From an optimization exercise on the open Yosys and OpenROAD flow, aimed at small area; shortcuts taken in it are not production practice.
Function was checked by simulation only, so behaviour that the tests miss may differ from the original.
Power is estimated from default activity; no workload was simulated.

## design/flow/run.sh

```bash
#!/bin/bash
# synth_recipe.tcl (not shown) runs the flow's synth.tcl, then flattens the netlist and writes it again
# the make line also repeats each setting of config.mk as NAME=value (left out here)
make -C /OpenROAD-flow-scripts/flow DESIGN_CONFIG=/design/flow/config.mk WORK_HOME=/design/flow/orfs CLKGATE_MAP_FILE= SYNTH_SCRIPT=/design/flow/synth_recipe.tcl finish
```

## design/flow/config.mk

```make
export PLATFORM = sky130hd
export DESIGN_NAME = link_rx
export DESIGN_NICKNAME = link_rx
export VERILOG_FILES = /design/flow/design.v
export SDC_FILE = /design/flow/constraint.sdc
export NUM_CORES = 4
export LEC_CHECK = 0
export CAP_MARGIN = 20
export CORE_MARGIN = 2
export CORE_UTILIZATION = 40
export SLEW_MARGIN = 20
```

## design/flow/constraint.sdc

```tcl
create_clock -name core_clock -period 10.0 [get_ports {clk}]
set_input_delay 2.0000 -clock core_clock [delete_from_list [all_inputs] [get_ports {clk}]]
set_output_delay 2.0000 -clock core_clock [all_outputs]
set_load 0.01 [all_outputs]
```

## design/flow/design.v

```verilog
module crc8_byte (
    input  wire [7:0] crc_in,
    input  wire [7:0] data,
    output reg  [7:0] crc_out
);
    integer i;
    reg [7:0] r;
    always @(*) begin
        r = crc_in ^ data;
        for (i = 0; i < 8; i = i + 1) begin
            if (r[7])
                r = {r[6:0], 1'b0} ^ 8'h07;
            else
                r = {r[6:0], 1'b0};
        end
        crc_out = r;
    end
endmodule
module seq_track (
    input  wire       have_last,
    input  wire [7:0] m,
    input  wire [7:0] r,
    input  wire [7:0] madd,
    output wire [7:0] gap
);
    wire [8:0] d = {1'b0, r} + {1'b0, ~m};
    wire [7:0] g = d[7:0] + (d[8] ? 8'd0 : madd);
    assign gap = have_last ? g : 8'd0;
endmodule
module mod60 (
    input  wire [7:0] r,
    output wire [5:0] m
);
    wire [4:0] s = {3'b0, r[7:6]} + {1'b0, r[5:2]};
    wire       ge = (s >= 5'd15);
    wire [3:0] q = ge ? (s[3:0] + 4'd1) : s[3:0];
    assign m = {q, r[1:0]};
endmodule
module sat_ctr #(
    parameter W = 12
) (
    input  wire         clk,
    input  wire         rst,
    input  wire         inc,
    output reg  [W-1:0] value
);
    always @(posedge clk) begin
        if (rst)
            value <= {W{1'b0}};
        else if (inc && value != {W{1'b1}})
            value <= value + 1'b1;
    end
endmodule
module sat_add #(
    parameter W = 12
) (
    input  wire         clk,
    input  wire         rst,
    input  wire         inc,
    input  wire [7:0]   inc_amt,
    output reg  [W-1:0] value
);
    wire [7:0] amt = inc ? inc_amt : 8'd0;
    wire [W:0] sum = {1'b0, value} + {{(W+1-8){1'b0}}, amt};
    always @(posedge clk) begin
        if (rst)
            value <= {W{1'b0}};
        else
            value <= sum[W] ? {W{1'b1}} : sum[W-1:0];
    end
endmodule
module link_rx #(
    parameter CNT_W = 12
) (
    input  wire              clk,
    input  wire              rst,
    input  wire              ser_valid,
    input  wire [7:0]        ser_data,
    input  wire              msg_valid,
    input  wire [7:0]        msg_data,
    input  wire              msg_last,
    input  wire [1:0]        msg_kind,
    input  wire [3:0]        stat_sel,
    output reg  [CNT_W-1:0]  stat_data,
    output reg               ser_pix_valid,
    output wire [7:0]        ser_pix_data,
    output wire              ser_evt_valid,
    output wire [1:0]        ser_evt_code,
    output wire [7:0]        ser_evt_ctr,
    output wire [7:0]        ser_evt_gap,
    output reg               msg_pix_valid,
    output wire [7:0]        msg_pix_data,
    output reg               msg_evt_valid,
    output wire [1:0]        msg_evt_kind,
    output reg  [1:0]        msg_evt_code,
    output wire [7:0]        msg_evt_ctr,
    output wire [7:0]        msg_evt_gap,
    output wire [103:0]      msg_evt_data
);
    localparam [1:0] KIND_LEDD  = 2'd0;
    localparam [1:0] KIND_PARAM = 2'd1;
    reg        fs_reading;       
    reg        have_sync0;
    reg [8:0]  s_cnt;            
    reg [7:0]  s_byte;           
    reg [7:0]  ser_crc;          
    reg [1:0]  s_evt;            
    reg        leds_have_last;
    reg [5:0]  leds_m;           
    wire s_crc_pos = (s_cnt == 9'd197);
    wire s_ctr_pos = (s_cnt == 9'd196);
    wire s_is_aa   = (ser_data == 8'hAA);
    wire [7:0] ser_crc_next;
    crc8_byte u_ser_crc (.crc_in(ser_crc), .data(ser_data), .crc_out(ser_crc_next));
    wire [7:0] leds_gap;
    seq_track u_leds_track (
        .have_last(leds_have_last), .m({2'b00, leds_m}), .r(s_byte), .madd(8'd60), .gap(leds_gap)
    );
    wire [5:0] leds_m_new;
    mod60 u_leds_mod (.r(s_byte), .m(leds_m_new));
    wire s_rd_byte  = ser_valid && fs_reading;
    wire s_end      = s_rd_byte && s_crc_pos;
    wire s_accept   = s_end && (ser_crc == ser_data);
    wire s_corrupt  = s_end && (ser_crc != ser_data);
    wire s_found    = ser_valid && !fs_reading && have_sync0 && (ser_data == 8'h55);
    wire s_search   = ser_valid && !fs_reading && !(have_sync0 && ser_data == 8'h55);
    wire s_full     = (s_cnt == 9'd400);
    wire s_fail_now = (s_cnt == 9'd399) && !s_is_aa;
    wire s_syncfail = s_search && (s_full || s_fail_now);
    always @(posedge clk) begin
        if (rst) begin
            fs_reading     <= 1'b0;
            have_sync0     <= 1'b0;
            s_cnt          <= 9'd0;
            s_evt          <= 2'b00;
            leds_have_last <= 1'b0;
            ser_pix_valid  <= 1'b0;
        end else begin
            ser_pix_valid <= s_rd_byte && (s_cnt < 9'd196);
            s_evt         <= s_accept ? 2'b11 : s_corrupt ? 2'b01 : s_syncfail ? 2'b10 : 2'b00;
            if (s_found)
                fs_reading <= 1'b1;
            else if (s_end)
                fs_reading <= 1'b0;
            if (s_found)
                have_sync0 <= 1'b0;
            else if (s_search)
                have_sync0 <= s_is_aa;
            if (s_found || s_end || (s_search && s_fail_now))
                s_cnt <= 9'd0;
            else if (s_search && s_full)
                s_cnt <= 9'd1;
            else if (ser_valid)
                s_cnt <= s_cnt + 9'd1;
            if (s_accept) begin
                leds_have_last <= 1'b1;
                leds_m         <= leds_m_new;
            end
        end
        if (!(fs_reading && s_crc_pos))
            s_byte <= ser_data;
        if (!fs_reading)
            ser_crc <= 8'h36;                
        else if (ser_valid)
            ser_crc <= s_crc_pos ? leds_gap : ser_crc_next;
    end
    assign ser_pix_data  = s_byte;
    assign ser_evt_valid = s_evt[1] | s_evt[0];
    assign ser_evt_code  = {~s_evt[0], ~s_evt[1]};
    assign ser_evt_ctr   = s_byte;
    assign ser_evt_gap   = ser_crc;
    reg [7:0]  m_len;            
    reg [1:0]  m_kind;
    reg [7:0]  m_crc;            
    reg        m_magic_ok;
    reg [7:0]  m_byte;           
    reg [7:0]  m_ctr;            
    reg [7:0]  m_dat [0:12];     
    reg        ledd_have_last;
    reg [5:0]  ledd_m;           
    reg        param_have_last;
    reg [7:0]  param_m;          
    wire       m_first    = (m_len == 8'd0);
    wire [1:0] m_kind_cur = m_first ? msg_kind : m_kind;
    wire [7:0] m_crc_cur  = m_first ? 8'd0 : m_crc;
    wire [7:0] m_crc_next;
    crc8_byte u_msg_crc (.crc_in(m_crc_cur), .data(msg_data), .crc_out(m_crc_next));
    wire m_ledd  = (m_kind_cur == KIND_LEDD);
    wire m_param = (m_kind_cur == KIND_PARAM);
    wire m_btn   = m_kind_cur[1];
    wire [7:0] m_exp_last = m_btn ? 8'd6 : m_param ? 8'd16 : 8'd200;
    wire [7:0] m_magic0   = m_btn ? 8'hA5 : 8'h55;
    wire [7:0] m_magic1   = m_btn ? 8'h5A : 8'hAA;
    wire       mk_ledd = (m_kind == KIND_LEDD);
    wire [7:0] m_gap;
    seq_track u_msg_track (
        .have_last(mk_ledd ? ledd_have_last : param_have_last),
        .m(mk_ledd ? {2'b00, ledd_m} : param_m),
        .r(m_ctr),
        .madd(mk_ledd ? 8'd60 : 8'd255),
        .gap(m_gap)
    );
    wire [5:0] ledd_m_new;
    mod60 u_ledd_mod (.r(m_ctr), .m(ledd_m_new));
    wire [7:0] param_m_new = (m_ctr == 8'd255) ? 8'd0 : m_ctr;
    wire       m_end       = msg_valid && msg_last;
    wire       m_bad_len   = (m_len != m_exp_last);
    wire       m_bad_magic = !m_magic_ok;
    wire       m_bad_crc   = (m_crc_cur != msg_data);
    wire [1:0] m_code = m_bad_len ? 2'd2 : m_bad_magic ? 2'd3 : m_bad_crc ? 2'd1 : 2'd0;
    wire m_accept  = m_end && !m_bad_len && !m_bad_magic && !m_bad_crc;
    wire m_invalid = m_end && (m_bad_len || m_bad_magic);
    wire m_corrupt = m_end && !m_bad_len && !m_bad_magic && m_bad_crc;
    wire       m_low  = (m_len[7:4] == 4'd0);
    wire [3:0] m_pos  = m_len[3:0];
    wire       mk_btn = m_kind[1];
    integer k;
    always @(posedge clk) begin
        if (rst) begin
            m_len           <= 8'd0;
            ledd_have_last  <= 1'b0;
            param_have_last <= 1'b0;
            msg_pix_valid   <= 1'b0;
            msg_evt_valid   <= 1'b0;
        end else begin
            msg_pix_valid <= msg_valid && m_ledd && (m_len >= 8'd4) && (m_len <= 8'd199);
            msg_evt_valid <= m_end;
            if (m_end)
                m_len <= 8'd0;
            else if (msg_valid && m_len != 8'd208)
                m_len <= m_len + 8'd1;
            if (m_accept && m_ledd) begin
                ledd_have_last <= 1'b1;
                ledd_m         <= ledd_m_new;
            end
            if (m_accept && m_param) begin
                param_have_last <= 1'b1;
                param_m         <= param_m_new;
            end
        end
        msg_evt_code <= m_code;
        m_byte       <= msg_data;
        if (msg_valid) begin
            if (m_first)
                m_kind <= msg_kind;
            m_crc <= msg_last ? m_gap : m_crc_next;
            if (m_len == 8'd0)
                m_magic_ok <= (msg_data == m_magic0);
            if (m_len == 8'd1)
                m_magic_ok <= m_magic_ok && (msg_data == m_magic1);
            if (m_low) begin
                if (m_pos == 4'd2)
                    m_dat[0] <= msg_data;
                if ((m_pos == 4'd3 && !mk_ledd) || (m_pos == 4'd2 && mk_ledd))
                    m_ctr <= msg_data;
                for (k = 1; k <= 3; k = k + 1)
                    if ((m_pos == k + 3 && !mk_btn) || (m_pos == k + 2 && mk_btn))
                        m_dat[k] <= msg_data;
                for (k = 4; k <= 12; k = k + 1)
                    if (m_pos == k + 3)
                        m_dat[k] <= msg_data;
            end
        end
    end
    assign msg_pix_data = m_byte;
    assign msg_evt_kind = m_kind;
    assign msg_evt_ctr  = m_ctr;
    assign msg_evt_gap  = m_crc;
    assign msg_evt_data = {m_dat[12], m_dat[11], m_dat[10], m_dat[9], m_dat[8], m_dat[7],
                           m_dat[6], m_dat[5], m_dat[4], m_dat[3], m_dat[2], m_dat[1],
                           m_dat[0]};
    wire [CNT_W-1:0] c_leds_acc, c_leds_skip, c_leds_cor, c_sync_fail;
    wire [CNT_W-1:0] c_ledd_acc, c_ledd_skip, c_ledd_cor, c_ledd_inv;
    wire [CNT_W-1:0] c_param_acc, c_param_skip, c_param_cor, c_param_inv;
    wire [CNT_W-1:0] c_btn_acc, c_btn_cor, c_btn_inv;
    sat_ctr #(.W(CNT_W)) u_c0  (.clk(clk), .rst(rst), .inc(s_accept),                         .value(c_leds_acc));
    sat_add #(.W(CNT_W)) u_c1  (.clk(clk), .rst(rst), .inc(s_accept),   .inc_amt(leds_gap), .value(c_leds_skip));
    sat_ctr #(.W(CNT_W)) u_c2  (.clk(clk), .rst(rst), .inc(s_corrupt),                        .value(c_leds_cor));
    sat_ctr #(.W(CNT_W)) u_c3  (.clk(clk), .rst(rst), .inc(s_syncfail),                       .value(c_sync_fail));
    sat_ctr #(.W(CNT_W)) u_c4  (.clk(clk), .rst(rst), .inc(m_accept && m_ledd),               .value(c_ledd_acc));
    sat_add #(.W(CNT_W)) u_c5  (.clk(clk), .rst(rst), .inc(m_accept && m_ledd), .inc_amt(m_gap), .value(c_ledd_skip));
    sat_ctr #(.W(CNT_W)) u_c6  (.clk(clk), .rst(rst), .inc(m_corrupt && m_ledd),              .value(c_ledd_cor));
    sat_ctr #(.W(CNT_W)) u_c7  (.clk(clk), .rst(rst), .inc(m_invalid && m_ledd),              .value(c_ledd_inv));
    sat_ctr #(.W(CNT_W)) u_c8  (.clk(clk), .rst(rst), .inc(m_accept && m_param),              .value(c_param_acc));
    sat_add #(.W(CNT_W)) u_c9  (.clk(clk), .rst(rst), .inc(m_accept && m_param), .inc_amt(m_gap), .value(c_param_skip));
    sat_ctr #(.W(CNT_W)) u_c10 (.clk(clk), .rst(rst), .inc(m_corrupt && m_param),             .value(c_param_cor));
    sat_ctr #(.W(CNT_W)) u_c11 (.clk(clk), .rst(rst), .inc(m_invalid && m_param),             .value(c_param_inv));
    sat_ctr #(.W(CNT_W)) u_c12 (.clk(clk), .rst(rst), .inc(m_accept && m_btn),                .value(c_btn_acc));
    sat_ctr #(.W(CNT_W)) u_c13 (.clk(clk), .rst(rst), .inc(m_corrupt && m_btn),               .value(c_btn_cor));
    sat_ctr #(.W(CNT_W)) u_c14 (.clk(clk), .rst(rst), .inc(m_invalid && m_btn),               .value(c_btn_inv));
    always @(*) begin
        case (stat_sel)
            4'd0:  stat_data = c_leds_acc;
            4'd1:  stat_data = c_leds_skip;
            4'd2:  stat_data = c_leds_cor;
            4'd3:  stat_data = c_sync_fail;
            4'd4:  stat_data = c_ledd_acc;
            4'd5:  stat_data = c_ledd_skip;
            4'd6:  stat_data = c_ledd_cor;
            4'd7:  stat_data = c_ledd_inv;
            4'd8:  stat_data = c_param_acc;
            4'd9:  stat_data = c_param_skip;
            4'd10: stat_data = c_param_cor;
            4'd11: stat_data = c_param_inv;
            4'd12: stat_data = c_btn_acc;
            4'd13: stat_data = c_btn_cor;
            4'd14: stat_data = c_btn_inv;
            default: stat_data = {{(CNT_W-5){1'b0}}, fs_reading, have_sync0,
                                  param_have_last, ledd_have_last, leds_have_last};
        endcase
    end
endmodule
```

==> summary.txt <==
[sequential cells by signal (all words and copies together), names as in the netlist, 9 cells and up]
register	flops
u_c11.value	12
u_c0.value	12
u_c14.value	12
u_c1.value	12
u_c6.value	12
u_c9.value	12
u_c12.value	12
u_c7.value	12
u_c10.value	12
s_cnt	9
u_c2.value	12
m_dat	104
u_c5.value	12
u_c8.value	12
u_c13.value	12
u_c3.value	12
u_c4.value	12
[cell usage in the layout, fill, tap and decap left out, types with 22 or more instances in the layout]
cell type / instances
a21oi_1: 101
a22oi_1: 45
and2_1: 22
and3_1: 44
buf_4: 27
clkbuf_16: 43
clkdlybuf4s50_1: 199
dfxtp_1: 225
edfxtp_1: 151
ha_1: 80
inv_1: 78
mux2_2: 30
nand2_1: 142
nand3_1: 79
nand4_1: 64
nor2_1: 229
nor2b_1: 36
nor3_1: 60
o21ai_0: 76
or3_1: 29
xnor2_1: 84
xor2_1: 80
[tightest hold or removal path, stage by stage (launching register included)]
cell and delay (ps):
dfxtp_1 330, o21ai_0 80, a21oi_1 60
[where the power goes]
part | total [mW] | switching, mW | internal [mW]
Sequential | 1.62 | 0.0165 | 1.61
Clock | 1.65 | 0.668 | 0.981
Combinational | 0.314 | 0.192 | 0.122
[cell families after synthesis]
| family | count (synthesis) |
|---|---|
| AO/OA/AOI/OAI | 400 |
| XOR/XNOR | 165 |
| adder cells (fa/ha/maj) | 88 |
| buffers and inverters | 180 |
| flip-flops | 376 |
| multiplexers | 53 |
| AND/OR/NAND/NOR | 825 |
[area by class of cell]
cell class	count	area [um2]	area share
Inverter	78	293	0.0122
Tap cell	664	831	0.0346
Clock inverter	21	298	0.0124
Clock buffer	56	1190	0.0498
Multi-Input combinational cell	1531	10100	0.423
Timing Repair Buffer	227	2210	0.0919
Sequential cell	376	9040	0.376
[final timing paths]
| path | end | slack (ps) | from |
|---|---|---|---|
| max | stat_data[0] | 2930 | stat_sel[3] |
| min | u_c0.value[11] | 510 | u_c0.value[11] |
| max reg2reg | u_c5.value[0] | 4130 | m_len[0] |
| min reg2reg | u_c0.value[11] | 510 | u_c0.value[11] |
[layer usage]
metal | vias up | global-route usage | routed length, um
li1 | 7990 | - | -
met3 | 129 | 0.0416 | 4370
met2 | 558 | 0.388 | 28500
met1 | 8209 | 0.334 | 29200
met4 | 0 | 0.107 | 2800
met5 | - | 0 | 0
==> summary.txt <==
simple-gate share of the synthesized area 0.213; final hold viol count 0; clk_skew 26.6 ps; Synth top area share 0.228; PD cells 149 nW/um2; crit path time final 7070 ps; worst-path cell chain clkdlybuf4s50_1 > nand2b_1 > nor2_1 > a22o_1 > a221oi_1 > nand3_1 > o22a_1 > clkdlybuf4s50_1; pin count of the biggest net entering global routing 95; largest family of logic cells by synthesized area simple AND/OR/NAND/NOR gates; DRT iter0 DRCs ~1300; Avg WL per Cell 22.0 um; synth top area cells edfxtp_1 23%, dfxtp_1 23%, ha_1 5.0%; Req. time, crit path 8000 ps; Rel. slew slack 0.209; sequential area share after synthesis 0.454; cell area after layout 24000 um2; fillers 4594; share of cells above drive strength 1 0.0699; Mean Syn Cell Area 9.54 um2; worst hold path depth 2; nets around 2400; Inst Count DP 2876; cts hold-fix bufs 0; vias in the first global route 15800; initial antenna violation count 0; Final ANT Viol Nets 0; Synth Net Count 2202; clk buf depth 3; crit-path max FO 12; DRT Wirelength about 65 mm; status timing/DRC/antenna clean; Tot Pwr 3.59 mW; # rows just over 80; clock-pin transition on the worst setup and hold timing paths 60 ps; Slew @ Worst Pin 1180 ps; Yosys reg bits ~380; Core Region 49100 um2; Setup crit end kind primary output; die width 227 um; die area 51600 um2; placed cell area approximately 23000 um2; YS warnings 5; DP HPWL 48.6 mm; max_cap viols 0; ys flop type dfxtp_1; final cell count without fillers 2953; CP Depth 8; TritonCTS clock tree yes; Vias/cell 5.72; Synth area leader edfxtp_1; Vias 16900; R2R depth 17; CTS Buf Count 43; unrepaired setup endpoints after global routing false; CP most frequent cell clkdlybuf4s50_1; Distinct cells, synth 86; Post-synth top cells 230 x nor2_1, 225 x dfxtp_1, 151 x edfxtp_1; Resize count post-CTS 0; GRT overflow 0; final worst setup slack 2930 ps; Post-Synth XOR/XNOR Area 0.0733; WS Path Type input port to primary output; Cell Area, Synth 19900 um2; post-CTS setup buffers 0; Clk Tree Root Cell clkbuf_16; Final Max Tran Viols 0; Leakage 8.54 nW; worst hold slack 514 ps; setup TNS 0 ps; first-pass iteration count of the detailed router 8; Syn Inst Count roughly 2100; critical path arrival 5070 ps; Top Family by Delay on Critical Path simple AND/OR/NAND/NOR gates; final core occ 0.489; VDD IR-drop max about 0.12 mV; Initial Util 0.406; crit-path max cell delay 920 ps; Buf+Inv Stages, Crit Path 2; P&R area growth vs syn 20.6%; worst slack, placed a little over 3000 ps; FFs w/ async S/R, synth 0; count leader, synth nor2_1; fin crit share 0.707; mux cell area share after synthesis 0.0290; DRC Markers 0; H-tree Lvls 2; Hold Path Class flop to flop; number of flops mapped to enable cells by yosys 151; antenna fix cells 0; Compound-Gate Fraction of Synth Area 0.135; first-pass GRT wire length slightly below 100 mm; CP startpoint kind input port; Buffers on Ports 200; Slowest cell on crit path nor2_1; total track usage 0.246; Placer Congestion ~0.97; CTS sink count 376; Ports between 200 and 250; Fmax 142 MHz; Clk Latency, worst-skew pair ~600 ps; Final setup viols 0; Post-Synth Adder-Cell Area 0.0583; Die Y 227 um

-- static timing again, ports no longer ideal --
How much do the figures lean on ideal ports? The routed layout below was timed once more, with nothing changed but the port constraints.
Step 1 (the two cells are an assumption about what drives the block):
set clk [get_ports {clk}]
set_driving_cell -lib_cell sky130_fd_sc_hd__clkbuf_16 $clk
set_driving_cell -lib_cell sky130_fd_sc_hd__buf_2 [delete_from_list [all_inputs] $clk]
Step 2 times the ports against the registers' clock, not the clock port: input delays grow and output delays shrink by t, the midpoint of the rising clock arrivals with the driver on.
Three values: ideal, step 1, step 2; two values: the first two.
t, ns: 0.647
setup slack, ns: 2.933 / 2.886 / 2.886
worst setup path after step 2: input to output
worst data-port slew with drivers (ns): 0.09
pins driven straight from the clock port: 1
After both steps setup and hold are still met in this run. The setup slack of this run moves by -0.047 ns with the drivers and by -0.047 ns with both steps.
